This design comes from an exercise in tuning for small area, a short achievable clock period and few clock cycles per item on the open sky130 flow, not from production work. At most, simulation tests tie the RTL to the original design; equivalence was not proved. No driver is modelled on the clock port, so clocking that relies on it looks cheaper here than on a real chip.

==> lagoon <==
==> flow/design.v (excerpt) <==
module bd_quant (
    input  wire       clk,
    input  wire       rst,           
    input  wire       cmd_valid,
    output wire       cmd_ready,
    input  wire [3:0] cmd_alg,       
    input  wire [7:0] cmd_thresh,    
    input  wire [7:0] cmd_msize,     
    input  wire       cmd_inv,
    input  wire [7:0] cmd_width,     
    input  wire [7:0] cmd_height,    
    input  wire       pix_valid,
    output wire       pix_ready,
    input  wire [7:0] pix_r,
    input  wire [7:0] pix_g,
    input  wire [7:0] pix_b,
    output wire       out_valid,
    input  wire       out_ready,
    output wire       out_bit
);
    localparam RING = 240;
    reg        busy;
    reg        is_ed, is_bay;
    reg        k_fs, k_atk, k_jjn, k_stu, k_bur, k_sie, k_sl;
    reg [7:0]  thresh;
    reg [1:0]  nlog;
    reg        inv;
    reg [7:0]  wd, ht;           
    reg        crdy;             
    assign cmd_ready = crdy;
  ...
export LEC_CHECK = 0
export ABC_AREA = 1
export CAP_MARGIN = 20
export CORE_MARGIN = 2
export CORE_UTILIZATION = 60
export CTS_BUF_LIST = sky130_fd_sc_hd__clkbuf_16
export CTS_CLUSTER_DIAMETER = 60
export CTS_CLUSTER_SIZE = 24
export SLEW_MARGIN = 20
export SYNTH_MEMORY_MAX_BITS = 16384
create_clock -name core_clock -period 70.0 [get_ports {clk}]
standard.sh (not shown) runs the stock make flow with config.mk's settings and CLKGATE_MAP_FILE= SYNTH_SCRIPT=/design/flow/synth_recipe.tcl, a recipe that flattens the netlist after the stock synthesis.
==> flow/flow/run.sh <==
#!/bin/bash
# Layout flow: the standard ORFS flow (standard.sh), with the standard
# synthesis unchanged and these extra ORFS settings for the layout:
#  - the port buffers are plain buffers (buf_4) instead of the default delay cell;
#  - timing repair aims at the period the design can reach (about 15.5 ns)
#    rather than at the 70 ns clock, so the loop and port paths get sized;
#  - clock tree: clusters of at most 28 sinks, no dummy loads
# Each step's full output goes to a log file of its own in this folder.
set -uo pipefail
bash standard.sh synth > synth.log 2>&1 || { tail -20 synth.log; exit 1; }
bash standard.sh \
    "BUFFER_PORTS_ARGS=-buffer_cell sky130_fd_sc_hd__buf_4" \
    SETUP_SLACK_MARGIN=54.5 \
    "CTS_ARGS=-sink_clustering_enable -repair_clock_nets -sink_clustering_size 28 -sink_clustering_max_diameter 60 -buf_list sky130_fd_sc_hd__clkbuf_16 -dont_use_dummy_load" \
    finish > layout.log 2>&1 || { tail -20 layout.log; exit 1; }
==> inputs of raven, as changes to lagoon <==
--- a/flow/design.v
+++ b/flow/design.v
@@ -40,35 +40,34 @@
                 4'b0000: m3 = 2'd0; 4'b0001: m3 = 2'd1; 4'b0010: m3 = 2'd2;
                 4'b0100: m3 = 2'd1; 4'b0101: m3 = 2'd2; 4'b0110: m3 = 2'd0;
                 4'b1000: m3 = 2'd2; 4'b1001: m3 = 2'd0; 4'b1010: m3 = 2'd1;
                 default: m3 = 2'bxx;
             endcase
         end
     endfunction
-    wire [1:0] d  [0:7];     
-    wire [1:0] s1 [0:7];     
-    wire [1:0] s2 [0:7];     
-    wire [1:0] s3 [0:8];     
-    wire [1:0] ro [0:7];     
-    genvar k, i;
+    wire [1:0] s0 [0:15];
+    wire [1:0] s1 [0:15];
+    wire [1:0] s2 [0:15];
+    wire [1:0] s3 [0:15];
+    wire [1:0] s4 [0:15];
+    genvar i;
     generate
-        for (k = 0; k < 8; k = k + 1) begin : g
-            assign d[k]  = (u[2*k+1:2*k] == 2'd3) ? 2'd0 : u[2*k+1:2*k];
-            assign s1[k] = (k + 1 < 8) ? m3(d[k], d[(k + 1) % 8]) : d[k];
-            assign s2[k] = (k + 2 < 8) ? m3(s1[k], s1[(k + 2) % 8]) : s1[k];
-            assign s3[k] = (k + 4 < 8) ? m3(s2[k], s2[(k + 4) % 8]) : s2[k];
-            assign ro[k] = m3({s3[k+1][0], s3[k+1][1]}, {1'b0, u[2*k+1]});
+        for (i = 0; i < 16; i = i + 1) begin : g
+            assign s0[i] = u[i] ? ((i % 2) ? 2'd2 : 2'd1) : 2'd0;
+            assign s1[i] = (i + 1 < 16) ? m3(s0[i], s0[(i + 1) % 16]) : s0[i];
+            assign s2[i] = (i + 2 < 16) ? m3(s1[i], s1[(i + 2) % 16]) : s1[i];
+            assign s3[i] = (i + 4 < 16) ? m3(s2[i], s2[(i + 4) % 16]) : s2[i];
+            assign s4[i] = (i + 8 < 16) ? m3(s3[i], s3[(i + 8) % 16]) : s3[i];
         end
-        assign s3[8] = 2'd0;
         for (i = 0; i < 15; i = i + 1) begin : gq
-            wire [1:0] rr = ((i + 1) % 2) ? ro[i/2] : s3[(i+1)/2];
+            wire [1:0] rr = ((i + 1) % 2) ? {s4[i+1][0], s4[i+1][1]} : s4[i+1];
             assign q[i] = rr[1] | (rr[0] & u[i]);
         end
     endgenerate
-    assign r = s3[0];
+    assign r = s4[0];
 endmodule
 module bq_div48 (
     input  wire [18:0] ev,
     output wire [14:0] q,
     output wire [1:0]  r3
 );
     wire [15:0] uj = {1'b1, ~ev[18], ev[17:4]};
@@ -214,23 +213,20 @@
     wire        gu = is_ed && (yp != 8'd0);
     wire [5:0]  m6;
     wire [7:0]  m6x3 = {2'b0, m6} + {1'b0, m6, 1'b0};
     wire [19:0] upv = is_bay ? {2'b0, m6, 12'd0} : gu ? {ra1[0][18], ra1[0]} : 20'd0;
     wire [19:0] rb1m = is_bay ? {10'd0, m6, 4'd0} : rb1;
     wire [19:0] rb2m = is_bay ? ~{7'd0, m6, 7'd0} : rb2;
     wire [4:0]  fbm = is_bay ? m6x3[7:3] + 5'd1 : {2'b0, fbx};
-    wire [9:0]  lv, ls;
-    bq_rca #(10) u_lv (.a({2'b0, s0r}), .b({1'b0, s0g, 1'b0}), .ci(1'b0), .s(lv));
-    bq_rca #(10) u_ls (.a({2'b0, s0r}), .b({2'b0, s0g}), .ci(1'b0), .s(ls));
-    wire [19:0] vv = {10'd0, lv}, ss = {10'd0, ls}, bb = {12'd0, s0b};
+    wire [19:0] rr = {12'd0, s0r}, gg = {12'd0, s0g}, bb = {12'd0, s0b};
     wire [19:0] l1s, l1c, l2s, l2c, l3s, l3c, l4s, l4c, l5s, l5c;
-    bq_csa #(20) u_l1 (.a(vv << 8), .b(vv << 5), .c(ss << 3), .s(l1s), .co(l1c));
-    bq_csa #(20) u_l2 (.a(ss << 1), .b(ss),      .c(20'd0),   .s(l2s), .co(l2c));
-    bq_csa #(20) u_l3 (.a(20'd0),   .b(20'd0),   .c(20'd0),   .s(l3s), .co(l3c));
-    bq_csa #(20) u_l4 (.a(20'd0),   .b(bb << 6), .c(bb << 5), .s(l4s), .co(l4c));
+    bq_csa #(20) u_l1 (.a(rr << 8), .b(rr << 5), .c(rr << 3), .s(l1s), .co(l1c));
+    bq_csa #(20) u_l2 (.a(rr << 1), .b(rr),      .c(gg << 9), .s(l2s), .co(l2c));
+    bq_csa #(20) u_l3 (.a(gg << 6), .b(gg << 3), .c(gg << 1), .s(l3s), .co(l3c));
+    bq_csa #(20) u_l4 (.a(gg),      .b(bb << 6), .c(bb << 5), .s(l4s), .co(l4c));
     bq_csa #(20) u_l5 (.a(bb << 4), .b(bb << 1), .c(upv),     .s(l5s), .co(l5c));
     wire [19:0] m1s, m1c, m2s, m2c, m3s, m3c, m4s, m4c;
     bq_csa #(20) u_m1 (.a(l1s), .b(l1c << 1), .c(l2s), .s(m1s), .co(m1c));
     bq_csa #(20) u_m2 (.a(l2c << 1), .b(l3s), .c(l3c << 1), .s(m2s), .co(m2c));
     bq_csa #(20) u_m3 (.a(l4s), .b(l4c << 1), .c(l5s), .s(m3s), .co(m3c));
     bq_csa #(20) u_m4 (.a(l5c << 1), .b(rb1m), .c(rb2m), .s(m4s), .co(m4c));
     wire [19:0] n1s, n1c, n2s, n2c, n3s, n3c;
@@ -345,19 +341,17 @@
     wire [2:0]  f5 = k_fs ? f5_16(rw[3:0]) : k_jjn ? f5_48(rw) : f5_32(rw[4:0]);
     wire [2:0]  f7 = f7_48(rw);
     wire [17:0] mq1 = qx;
     wire [17:0] mq2 = {qx[16:0], f2};
     wire [17:0] mq4 = {qx[15:0], f4};
     wire [17:0] mq8 = {qx[14:0], f8};
     wire [17:0] mq3, mq5, mq7;
-    wire [1:0]  f3p = f3 + 2'd1;
-    wire [2:0]  f7p = f7 + 3'd1;
-    bq_rca  #(18) u_mq3 (.a({qx[15:0], f3p}), .b(~qx), .ci(1'b0), .s(mq3));
+    bq_add3 #(18) u_mq3 (.a({qx[16:0], 1'b0}), .b(qx), .c({16'd0, f3}), .s(mq3));
     bq_add3 #(18) u_mq5 (.a({qx[15:0], 2'd0}), .b(qx), .c({15'd0, f5}), .s(mq5));
-    bq_rca  #(18) u_mq7 (.a({qx[14:0], f7p}), .b(~qx), .ci(1'b0), .s(mq7));
+    bq_add3 #(18) u_mq7 (.a({qx[14:0], 3'd0}), .b(~qx), .c({15'd0, f7} + 18'd1), .s(mq7));
     wire [17:0] ta = ({18{k_jjn}} & mq3) | ({18{k_stu || k_b32}} & mq2);
     wire [17:0] te = ({18{k_jjn || k_stu}} & mq1);
     wire [17:0] tf = ({18{k_jjn}} & mq3) | ({18{k_stu || k_sie}} & mq2);
     wire [17:0] tb = ({18{en4 && k_fs}} & mq3) | ({18{en4 && (k_atk || k_sl)}} & mq1) | ({18{en4 && k_jjn}} & mq5) |
                      ({18{en4 && (k_stu || k_b32)}} & mq4);
     wire [17:0] tc = ({18{en3 && (k_fs || k_sie)}} & mq5) | ({18{en3 && (k_atk || k_sl)}} & mq1) | ({18{en3 && k_jjn}} & mq7) |
                      ({18{en3 && (k_stu || k_bur)}} & mq8);
==> flow/flow/run.sh (replaced) <==
#!/bin/bash
# Layout flow: the standard ORFS flow (standard.sh), with the standard
# synthesis unchanged and these extra ORFS settings for the layout:
#  - the port buffers are plain buffers (buf_4) instead of the default delay cell;
#  - timing repair aims at the period the design can reach (about 15.5 ns)
#    rather than at the 70 ns clock, so the loop and port paths get sized.
# Each step's full output goes to a log file of its own in this folder.
set -uo pipefail
bash standard.sh synth > synth.log 2>&1 || { tail -20 synth.log; exit 1; }
bash standard.sh \
    "BUFFER_PORTS_ARGS=-buffer_cell sky130_fd_sc_hd__buf_4" \
    SETUP_SLACK_MARGIN=54.5 \
    finish > layout.log 2>&1 || { tail -20 layout.log; exit 1; }
CORE_UTILIZATION = 66   (was 60)
PLACE_DENSITY = 0.72   (was default)
==> inputs of amber, as changes to lagoon <==
--- a/flow/design.v
+++ b/flow/design.v
@@ -222,16 +222,16 @@
     bq_rca #(10) u_lv (.a({2'b0, s0r}), .b({1'b0, s0g, 1'b0}), .ci(1'b0), .s(lv));
     bq_rca #(10) u_ls (.a({2'b0, s0r}), .b({2'b0, s0g}), .ci(1'b0), .s(ls));
     wire [19:0] vv = {10'd0, lv}, ss = {10'd0, ls}, bb = {12'd0, s0b};
     wire [19:0] l1s, l1c, l2s, l2c, l3s, l3c, l4s, l4c, l5s, l5c;
     bq_csa #(20) u_l1 (.a(vv << 8), .b(vv << 5), .c(ss << 3), .s(l1s), .co(l1c));
     bq_csa #(20) u_l2 (.a(ss << 1), .b(ss),      .c(20'd0),   .s(l2s), .co(l2c));
     bq_csa #(20) u_l3 (.a(20'd0),   .b(20'd0),   .c(20'd0),   .s(l3s), .co(l3c));
-    bq_csa #(20) u_l4 (.a(20'd0),   .b(bb << 6), .c(bb << 5), .s(l4s), .co(l4c));
-    bq_csa #(20) u_l5 (.a(bb << 4), .b(bb << 1), .c(upv),     .s(l5s), .co(l5c));
+    bq_csa #(20) u_l4 (.a(20'd0),   .b(bb << 7), .c(~(bb << 4)), .s(l4s), .co(l4c));
+    bq_csa #(20) u_l5 (.a(20'd0),   .b(bb << 1), .c(upv),     .s(l5s), .co(l5c));
     wire [19:0] m1s, m1c, m2s, m2c, m3s, m3c, m4s, m4c;
     bq_csa #(20) u_m1 (.a(l1s), .b(l1c << 1), .c(l2s), .s(m1s), .co(m1c));
     bq_csa #(20) u_m2 (.a(l2c << 1), .b(l3s), .c(l3c << 1), .s(m2s), .co(m2c));
     bq_csa #(20) u_m3 (.a(l4s), .b(l4c << 1), .c(l5s), .s(m3s), .co(m3c));
     bq_csa #(20) u_m4 (.a(l5c << 1), .b(rb1m), .c(rb2m), .s(m4s), .co(m4c));
     wire [19:0] n1s, n1c, n2s, n2c, n3s, n3c;
     bq_csa #(20) u_n1 (.a(m1s), .b(m1c << 1), .c(m2s), .s(n1s), .co(n1c));
@@ -241,15 +241,15 @@
     bq_csa #(20) u_o1 (.a(n1s), .b(n1c << 1), .c(n2s), .s(o1s), .co(o1c));
     bq_csa #(20) u_o2 (.a(n2c << 1), .b(n3s), .c(n3c << 1), .s(o2s), .co(o2c));
     wire [19:0] p1s, p1c;
     bq_csa #(20) u_p1 (.a(o1s), .b(o1c << 1), .c(o2s), .s(p1s), .co(p1c));
     wire [19:0] p2s, p2c;
     bq_csa #(20) u_p2 (.a(p1s), .b(p1c << 1), .c(o2c << 1), .s(p2s), .co(p2c));
     wire [19:0] cval;
-    bq_rca #(20) u_cv (.a(p2s), .b(p2c << 1), .ci(1'b0), .s(cval));
+    bq_rca #(20) u_cv (.a(p2s), .b(p2c << 1), .ci(1'b1), .s(cval));
     function [1:0] b2;
         input r, c;
         begin
             case ({r, c})
                 2'b00: b2 = 2'd0;
                 2'b01: b2 = 2'd2;
                 2'b10: b2 = 2'd3;
@@ -320,16 +320,16 @@
         else if (k_atk) begin qn = {ev[18], ev[18:3]};            rn = {3'b0, ev[2:0]}; end
         else if (k_jjn) begin qn = {{3{~qj[14]}}, qj[13:0]};      rn = {r3, ev[3:0]}; end
         else if (k_stu) begin qn = {{4{~qsd[13]}}, qsd[12:0]};    rn = {r21, ev[0]}; end
         else if (k_b32) begin qn = {{3{ev[18]}}, ev[18:5]};       rn = {1'b0, ev[4:0]}; end
         else            begin qn = ev[18:2];                      rn = {4'b0, ev[1:0]}; end
     end
     wire dbit = dd ^ inv;
-    reg        tav, tag1, tag2, tag3, tal;   
-    reg        t1v, t1g4, t1g5, t1q2, t1l;   
+    reg        tav, tag1, tag2, tag3;    
+    reg        t1v, t1g4, t1g5, t1q2;    
     wire       t2v  = tav && tag1;   
     wire       t2g4 = tag2;
     wire       t2g5 = tag3;
     wire       ev_r = ve && xg2e;    
     wire       en2 = ev_r || t2v;
     wire       en3 = ev_r || t2v || t1v;
     wire       en4 = (ve && xg3e) || (t2v && t2g4) || (t1v && t1g4);
@@ -440,17 +440,17 @@
             tav  <= 1'b0;
             t1v  <= 1'b0;
             fc   <= 2'd0;
             ov   <= 1'b0;
         end else begin
             if (accept)
                 busy <= 1'b1;
-            else if (t1v && t1l)
+            else if (take && x_last && y_last)
                 busy <= 1'b0;
-            crdy <= (crdy && !cmd_valid) || (!crdy && t1v && t1l);
+            crdy <= (crdy && !cmd_valid) || (!crdy && take && x_last && y_last);
             pr  <= pr_n;
             s0v <= s0v_n;
             ve  <= take;
             tav <= ve && xle;
             t1v <= tav;
             fc  <= fc_n[1:0];
             ov  <= (fc_n != 3'd0);
@@ -478,19 +478,17 @@
         xg4e <= (xp >= 8'd4);
         y0e  <= (yp == 8'd0);
         xle  <= x_last;
         lste <= x_last && y_last;
         tag1 <= xg1e;
         tag2 <= xg2e;
         tag3 <= xg3e;
-        tal  <= lste;
         t1g4 <= tag1;
         t1g5 <= tag2;
         t1q2 <= ve;
-        t1l  <= tal;
         if (ve) begin
             q2   <= q1;
             r2   <= r1;
             q1   <= qn;
             r1   <= rn;
         end
     end
==> flow/flow/run.sh (replaced) <==
#!/bin/bash
# Layout flow: the standard ORFS flow (standard.sh), with the standard
# synthesis unchanged and these extra ORFS settings for the layout:
#  - the port buffers are plain buffers (buf_4) instead of the default delay cell;
#  - timing repair aims at the period the design can reach (about 15.5 ns)
#    rather than at the 70 ns clock, so the loop and port paths get sized;
#  - clock tree: clusters of at most 36 sinks, no dummy loads, wide clock wires
# Each step's full output goes to a log file of its own in this folder.
set -uo pipefail
bash standard.sh synth > synth.log 2>&1 || { tail -20 synth.log; exit 1; }
bash standard.sh \
    "BUFFER_PORTS_ARGS=-buffer_cell sky130_fd_sc_hd__buf_4" \
    SETUP_SLACK_MARGIN=54.5 \
    "CTS_ARGS=-sink_clustering_enable -repair_clock_nets -sink_clustering_size 36 -sink_clustering_max_diameter 80 -buf_list sky130_fd_sc_hd__clkbuf_16 -dont_use_dummy_load -apply_ndr full" \
    finish > layout.log 2>&1 || { tail -20 layout.log; exit 1; }
==> inputs of willow, as changes to lagoon <==
--- a/flow/design.v
+++ b/flow/design.v
@@ -320,16 +320,16 @@
         else if (k_atk) begin qn = {ev[18], ev[18:3]};            rn = {3'b0, ev[2:0]}; end
         else if (k_jjn) begin qn = {{3{~qj[14]}}, qj[13:0]};      rn = {r3, ev[3:0]}; end
         else if (k_stu) begin qn = {{4{~qsd[13]}}, qsd[12:0]};    rn = {r21, ev[0]}; end
         else if (k_b32) begin qn = {{3{ev[18]}}, ev[18:5]};       rn = {1'b0, ev[4:0]}; end
         else            begin qn = ev[18:2];                      rn = {4'b0, ev[1:0]}; end
     end
     wire dbit = dd ^ inv;
-    reg        tav, tag1, tag2, tag3, tal;   
-    reg        t1v, t1g4, t1g5, t1q2, t1l;   
+    reg        tav, tag1, tag2, tag3;    
+    reg        t1v, t1g4, t1g5, t1q2;    
     wire       t2v  = tav && tag1;   
     wire       t2g4 = tag2;
     wire       t2g5 = tag3;
     wire       ev_r = ve && xg2e;    
     wire       en2 = ev_r || t2v;
     wire       en3 = ev_r || t2v || t1v;
     wire       en4 = (ve && xg3e) || (t2v && t2g4) || (t1v && t1g4);
@@ -440,17 +440,17 @@
             tav  <= 1'b0;
             t1v  <= 1'b0;
             fc   <= 2'd0;
             ov   <= 1'b0;
         end else begin
             if (accept)
                 busy <= 1'b1;
-            else if (t1v && t1l)
+            else if (ve && lste)
                 busy <= 1'b0;
-            crdy <= (crdy && !cmd_valid) || (!crdy && t1v && t1l);
+            crdy <= (crdy && !cmd_valid) || (!crdy && ve && lste);
             pr  <= pr_n;
             s0v <= s0v_n;
             ve  <= take;
             tav <= ve && xle;
             t1v <= tav;
             fc  <= fc_n[1:0];
             ov  <= (fc_n != 3'd0);
@@ -478,19 +478,17 @@
         xg4e <= (xp >= 8'd4);
         y0e  <= (yp == 8'd0);
         xle  <= x_last;
         lste <= x_last && y_last;
         tag1 <= xg1e;
         tag2 <= xg2e;
         tag3 <= xg3e;
-        tal  <= lste;
         t1g4 <= tag1;
         t1g5 <= tag2;
         t1q2 <= ve;
-        t1l  <= tal;
         if (ve) begin
             q2   <= q1;
             r2   <= r1;
             q1   <= qn;
             r1   <= rn;
         end
     end
==> flow/flow/run.sh (replaced) <==
#!/bin/bash
# Layout flow: the standard ORFS flow (standard.sh), with the standard
# synthesis unchanged and these extra ORFS settings for the layout:
#  - the port buffers are plain buffers (buf_4) instead of the default delay cell;
#  - timing repair aims at the period the design can reach (about 15.5 ns)
#    rather than at the 70 ns clock, so the loop and port paths get sized;
#  - clock tree: clusters of at most 36 sinks, no dummy loads, wide clock wires
# Each step's full output goes to a log file of its own in this folder.
set -uo pipefail
bash standard.sh synth > synth.log 2>&1 || { tail -20 synth.log; exit 1; }
bash standard.sh \
    "BUFFER_PORTS_ARGS=-buffer_cell sky130_fd_sc_hd__buf_4" \
    SETUP_SLACK_MARGIN=54.5 \
    "CTS_ARGS=-sink_clustering_enable -repair_clock_nets -sink_clustering_size 36 -sink_clustering_max_diameter 80 -buf_list sky130_fd_sc_hd__clkbuf_16 -dont_use_dummy_load -apply_ndr full" \
    finish > layout.log 2>&1 || { tail -20 layout.log; exit 1; }
==> comparison <==
raven died in clock tree synthesis with DPL-0033. willow completed with no timing, DRC or antenna violations. amber ran to the end with no violations. lagoon produced a clean layout.
Worst hold slack, lowest first: lagoon, amber, willow.
The lowest sequential share of layout area belongs to lagoon, the highest to willow.
Global-route usage, lowest first: willow, lagoon, amber.
The lowest synthesized area belongs to willow, the highest to raven.
The lowest worst setup slack belongs to amber, the highest to willow.
Critical path depth is the same in amber and willow.
Maximum frequency: willow > lagoon > amber.
Testbench counts of raven, summed over its fixed seeds: cycles 61,592, items 61,440.
Testbench counts of amber, summed over its fixed seeds: cycles 61,520, items 61,440.
Testbench counts of willow, summed over its fixed seeds: cycles 61,544, items 61,440.
For lagoon, only the layout was checked, not whether the RTL still works.

-- afterwards: timing with drivers on the ports --
In the flow no input, the clock included, has a driving cell. The finished layouts below were timed again as built, in two steps. Step 1 (the two cells are an assumption about what drives the block):
set clk [get_ports {clk}]
set_driving_cell -lib_cell sky130_fd_sc_hd__clkbuf_16 $clk
set_driving_cell -lib_cell sky130_fd_sc_hd__buf_2 [delete_from_list [all_inputs] $clk]
Step 2 moves the port delays by t, midway between the first and last clock arrival at a register: inputs arrive t later, outputs are due t later. That takes back most of the time a late clock gives input paths. Slacks: ideal ports / drivers / drivers and shift; pairs: ideal ports / drivers.
run | shift t [ns] | setup slack, ns | hold slack, ns | clock arrival spread, ns | cell pins on the clock port's net
lagoon | 1.004 | 54.646 / 54.537 / 54.389 | 0.198 / 0.198 / 0.198 | 0.186 / 0.185 | 1
amber | 0.995 | 54.634 / 54.525 / 54.577 | 0.252 / 0.252 / 0.252 | 0.151 / 0.151 | 1
willow | 1.001 | 54.655 / 54.550 / 54.538 | 0.260 / 0.260 / 0.260 | 0.160 / 0.160 | 1
After both steps every run listed still meets setup and hold. For lagoon, which loses most, drivers alone change the setup slack by -0.109 ns; drivers and shift together by -0.257 ns.
